What follows belongs to an exercise in optimizing a design on an open flow for small area, a short achievable clock period and few clock cycles; a production flow would make more cautious choices. At most, simulation tests tie the RTL to the original design; equivalence was not proved. Power is estimated from default activity; no workload was simulated.

Design mbcodec, start of the top module:
module mbcodec (
    input  wire        clk,
    input  wire        rst,           
    input  wire        cmd_valid,
    output wire        cmd_ready,
    input  wire [31:0] cmd,
    output reg         rsp_valid,
    output wire [3:0]  rsp_status,
    output wire [31:0] rsp_value,
    output reg         tx_valid,
    output reg  [7:0]  tx_data
);
    localparam [7:0] OPC_CRC_INIT    = 8'h01,
                     OPC_CRC_BYTE    = 8'h02,
                     OPC_CRC_READ    = 8'h03,
                     OPC_CRC_CHECK   = 8'h04,
                     OPC_ENC_RD      = 8'h10,
                     OPC_XCH_RD      = 8'h11,
                     OPC_DEC_BYTE    = 8'h20,
                     OPC_DEC_ABORT   = 8'h21,
                     OPC_DEC_RDBUF   = 8'h22,
                     OPC_DEC_STATUS  = 8'h23,
                     OPC_CFG_SETADDR = 8'h30,
                     OPC_CFG_GETADDR = 8'h31;
    localparam [2:0] RS_OK = 3'd0, RS_ILLEGAL = 3'd1, RS_ARG = 3'd2,
                     RS_BUSY = 3'd3, RS_NOT_READY = 3'd4;
    localparam [3:0] E_NONE = 4'd0, E_CRC = 4'd1, E_SIZE = 4'd2,
                     E_ADDR = 4'd3, E_FUNC = 4'd4, E_LEN = 4'd5,
                     E_DEVICE = 4'd6;
    localparam RB = 3;                   
    localparam RL = 1 << RB;
    localparam NR = 248 / RL;            
    function [15:0] crc_update;
        input [15:0] c;
        input [7:0]  b;
        integer k;
        reg [15:0] r;
        begin
            r = c ^ {8'h00, b};
            for (k = 0; k < 8; k = k + 1)
                r = r[0] ? ((r >> 1) ^ 16'hA001) : (r >> 1);
            crc_update = r;
        end
    endfunction
    reg [15:0] crc_acc;
    reg [7:0]  devaddr;
    reg        s_idle, s_addr, s_func, s_b2, s_pay, s_crclo, s_crchi,
               s_xlo, s_xhi, s_done, s_err;
    reg [6:0]  expw;          
    reg        addr_ok;       
    reg        f83, f03;      
    reg [7:0]  hdr2;
    reg        len_ok;        
    reg        last;          
    reg [15:0] dcrc;
    reg [7:0]  pcnt;
    reg        rclo_ok;       
    reg [3:0]  errcls;
    reg [7:0]  excode;
  ...
make LEC_CHECK=0 CAP_MARGIN=20 CORE_MARGIN=2 CORE_UTILIZATION=60 CTS_CLUSTER_DIAMETER=100 CTS_CLUSTER_SIZE=28 PLACE_DENSITY=0.7 SETUP_SLACK_MARGIN=5 SLEW_MARGIN=20 finish   # period 8.0 ns
run.sh (not shown) runs the stock make flow with config.mk's settings and CLKGATE_MAP_FILE= SYNTH_SCRIPT=/design/flow/synth_recipe.tcl, a recipe that flattens the netlist after the stock synthesis.
Change:
--- a/flow/design.v
+++ b/flow/design.v
@@ -85,52 +85,67 @@
     wire in_dbyte  = (in_opc == OPC_DEC_BYTE)    && in_rb;
     wire in_abort  = (in_opc == OPC_DEC_ABORT)   && in_rn;
     wire in_rd     = (in_opc == OPC_DEC_RDBUF);
     wire in_rdbuf  = in_rd && in_rb;
     wire in_status = (in_opc == OPC_DEC_STATUS)  && in_rn;
     wire in_seta   = (in_opc == OPC_CFG_SETADDR) && in_rb;
     wire in_geta   = (in_opc == OPC_CFG_GETADDR) && in_rn;
     wire in_ill    = !(in_init | in_cbyte | in_cread | in_ccheck | in_enc | in_xch |
                        in_dbyte | in_abort | in_rdbuf | in_status | in_seta | in_geta);
     wire in_req_ok = (in_s <= 16'h1000) && (in_b >= 8'd1) && (in_b <= 8'h7D);
-    reg        o_init, o_cbyte, o_cread, o_ccheck, o_dbyte, o_abort,
-               o_rd, o_rdbuf, o_status, o_seta, o_geta, o_ill, o_tx,
-               o_enc, o_xch;
+    reg        r_init, r_cbyte, r_cread, r_ccheck, r_dbyte, r_abort,
+               r_rd, r_rdbuf, r_status, r_seta, r_geta, r_ill, r_tx,
+               r_enc, r_xch;
     reg        req_ok, b_szbad, b_adbad, b_one;
     reg [23:0] qh;            
     reg [7-RB:0] qri;         
     always @(posedge clk) begin
-        o_init   <= acc && in_init;
-        o_cbyte  <= acc && in_cbyte;
-        o_cread  <= acc && in_cread;
-        o_ccheck <= acc && in_ccheck;
-        o_dbyte  <= acc && in_dbyte;
-        o_abort  <= acc && in_abort;
-        o_rd     <= acc && in_rd;
-        o_rdbuf  <= acc && in_rdbuf;
-        o_status <= acc && in_status;
-        o_seta   <= acc && in_seta;
-        o_geta   <= acc && in_geta;
-        o_ill    <= acc && in_ill;
-        o_tx     <= acc && (in_enc || in_xch);
-        o_enc    <= acc && in_enc;
-        o_xch    <= acc && in_xch;
+        r_init   <= in_init;
+        r_cbyte  <= in_cbyte;
+        r_cread  <= in_cread;
+        r_ccheck <= in_ccheck;
+        r_dbyte  <= in_dbyte;
+        r_abort  <= in_abort;
+        r_rd     <= in_rd;
+        r_rdbuf  <= in_rdbuf;
+        r_status <= in_status;
+        r_seta   <= in_seta;
+        r_geta   <= in_geta;
+        r_ill    <= in_ill;
+        r_tx     <= (in_enc || in_xch);
+        r_enc    <= in_enc;
+        r_xch    <= in_xch;
         req_ok   <= in_req_ok;
         b_szbad  <= (in_b == 8'd0) || (in_b > 8'hFA);
         b_adbad  <= (in_b == 8'd0) || (in_b > 8'hF7);
         b_one    <= (in_b == 8'd1);
         if (rdy)
             qh <= cmd[23:0];
         if (rdy && in_rd)
             qri <= in_b[7:RB];
     end
     wire [7:0] arg_b = qh[7:0];
+    wire o_init   = ev && r_init;
+    wire o_cbyte  = ev && r_cbyte;
+    wire o_cread  = ev && r_cread;
+    wire o_ccheck = ev && r_ccheck;
+    wire o_dbyte  = ev && r_dbyte;
+    wire o_abort  = ev && r_abort;
+    wire o_rd     = ev && r_rd;
+    wire o_rdbuf  = ev && r_rdbuf;
+    wire o_status = ev && r_status;
+    wire o_seta   = ev && r_seta;
+    wire o_geta   = ev && r_geta;
+    wire o_ill    = ev && r_ill;
+    wire o_tx     = ev && r_tx;
+    wire o_enc    = ev && r_enc;
+    wire o_xch    = ev && r_xch;
     wire xbusy   = o_xch && busy;                        
     wire sent    = (o_enc || (o_xch && !busy)) && req_ok;  
     wire txfault = o_tx && !sent;
     wire arm     = o_xch && !busy && req_ok;
     wire dbyte   = o_dbyte;
     wire seta_ok = o_seta && !busy && !b_adbad;
     wire rd_arg  = arg_b >= pcnt;
     wire rd_ok   = o_rdbuf && s_done && !rd_arg;         
     wire rd_late = rd_ok && (sc != 3'd0);                
     reg  rd_wait;                                         
@@ -244,43 +259,48 @@
         if (sent)
             tx_data <= devaddr;
         else if (tx_valid)
             tx_data <= tx_next;
     end
     reg [2:0]  rsp_st;
     reg [25:0] rsp_val;
     assign rsp_status = {1'b0, rsp_st};
     assign rsp_value  = {6'd0, rsp_val};
     wire [RB-1:0] in_wait = in_b[RB-1:0] - phw;
+    wire e_may_end = ev && (r_abort || (r_dbyte && (s_b2 || s_crchi || s_xhi)));
+    wire in_txhold = (in_enc || in_xch) && !(in_xch && busy && !e_may_end);
+    wire in_rdhold = in_rd && (s_done || s_crchi) && (in_b[RB-1:0] != phw);
     reg [2:0] sc_next;
     always @* begin
         if (acc)
-            sc_next = (in_enc || in_xch) ? 3'd7 : (in_rd ? in_wait : 3'd0);
+            sc_next = in_txhold ? 3'd7 : (in_rdhold ? in_wait : 3'd0);
         else if (txfault || (o_rd && !rd_ok))
             sc_next = 3'd0;
         else if (sc != 3'd0)
             sc_next = sc - 3'd1;
         else
             sc_next = 3'd0;
     end
+    wire rdy_next = acc ? !(in_txhold || in_rdhold)
+                        : (txfault || (o_rd && !rd_ok) || sc <= 3'd1);
     always @(posedge clk) begin
         rsp_st  <= tx_last_rsp ? RS_OK : x_status;
         rsp_val <= tx_last_rsp ? {10'd0, tcrc} :
                    ((rd_ok || rd_wait) ? {18'd0, rd_byte} : x_value);
         if (rst) begin
             rdy       <= 1'b1;
             sc        <= 3'd0;
             ev        <= 1'b0;
             rd_wait   <= 1'b0;
             rsp_valid <= 1'b0;
         end else begin
-            rdy       <= (sc_next == 3'd0);
+            rdy       <= rdy_next;
             sc        <= sc_next;
             ev        <= acc;
             rd_wait   <= rd_late || (rd_wait && sc != 3'd0);
             rsp_valid <= (ev && !sent && !rd_late) || rd_go || tx_last_rsp;
         end
     end
     always @(posedge clk) begin
         if (rst) begin
             crc_acc <= 16'hFFFF;
             devaddr <= 8'h01;
Result: The changed run completed with no timing, DRC or antenna violations; power decreases slightly; via count increases slightly; combinational power stays flat; synthesized area hardly moves; clock power stays flat; non-clock buffer count increases by 2.
Testbench counts after the change, summed over its fixed seeds: cycles 164,810.
No functional check of the RTL was part of the first run of this note.

mbcodec, a different RTL version from the one above (not shown whole).
Size in the first run: about 3800 cells after synthesis, ~59000 sq um of cells after synthesis.
clock: 8.0 ns
lec_check: 0
cap_margin: 20
core_margin: 2
core_utilization: 60
cts_cluster_diameter: 100
cts_cluster_size: 28
place_density: 0.7
setup_slack_margin: 5
slew_margin: 20
Testbench counts at the start, summed over its fixed seeds: cycles 164,810.
Edit:
--- a/flow/design.v
+++ b/flow/design.v
@@ -251,19 +251,20 @@
             tx_data <= tx_next;
     end
     reg [2:0]  rsp_st;
     reg [25:0] rsp_val;
     assign rsp_status = {1'b0, rsp_st};
     assign rsp_value  = {6'd0, rsp_val};
     wire [RB-1:0] in_wait = in_b[RB-1:0] - phw;
     wire e_may_end = ev && (r_abort || (r_dbyte && (s_b2 || s_crchi || s_xhi)));
     wire in_txhold = (in_enc || in_xch) && !(in_xch && busy && !e_may_end);
-    wire in_rdhold = in_rd && (s_done || s_crchi) && (in_b[RB-1:0] != phw);
+    wire in_rdhold = in_rd && (s_done || s_crchi) && (in_b < pcnt) &&
+                     (in_b[RB-1:0] != phw);
     reg [2:0] sc_next;
     always @* begin
         if (acc)
             sc_next = in_txhold ? 3'd7 : (in_rdhold ? in_wait : 3'd0);
         else if (txfault || (o_rd && !rd_ok))
             sc_next = 3'd0;
         else if (sc != 3'd0)
             sc_next = sc - 3'd1;
         else
What happened:
- The changed run ran to the end with no violations
- utilization barely changes
- critical path depth goes up by 1
- clock-buffer cell count came out lower by 4
- routed wire length is lower by 3.3%
- global-route usage is lower by 0.72 points
- design area barely changes
- cell count hardly moves
- die area hardly moves
- setup slack degrades by 0.025 ns
Testbench counts after the change, summed over its fixed seeds: cycles 164,567.

[static timing again, ports no longer ideal]
In the flow no input, the clock included, has a driving cell. The finished layouts below were timed again as built, in two steps.
Step 1, drivers: a clkbuf_16 drives clk and a buf_2 each remaining input, both assumed.
Step 2 adds t to the input delays and takes it off the output delays; t is the mean of the earliest and latest rising clock arrival at the registers after step 1. Input paths then give back, and output paths get back, about the clock's delay inside the block.
a / b / c = ideal / step 1 / step 2; a / b = the first two.
run | shift t [ns] | slack for setup (ns) | worst hold slack (ns)
the first run of note 1 | 0.765 | 5.043 / 4.973 / 4.363 | 0.318 / 0.318 / 0.318
the second run of note 1 | 0.760 | 5.037 / 4.979 / 4.330 | 0.306 / 0.306 / 0.306
the first run of note 2 | 0.754 | 5.033 / 4.960 / 4.405 | 0.315 / 0.315 / 0.315
the second run of note 2 | 0.767 | 5.008 / 4.936 / 4.400 | 0.317 / 0.317 / 0.317
After both steps setup and hold are still met in every run listed. The setup slack of the second run of note 1, which loses most, moves by -0.058 ns with the drivers and by -0.707 ns with both steps.
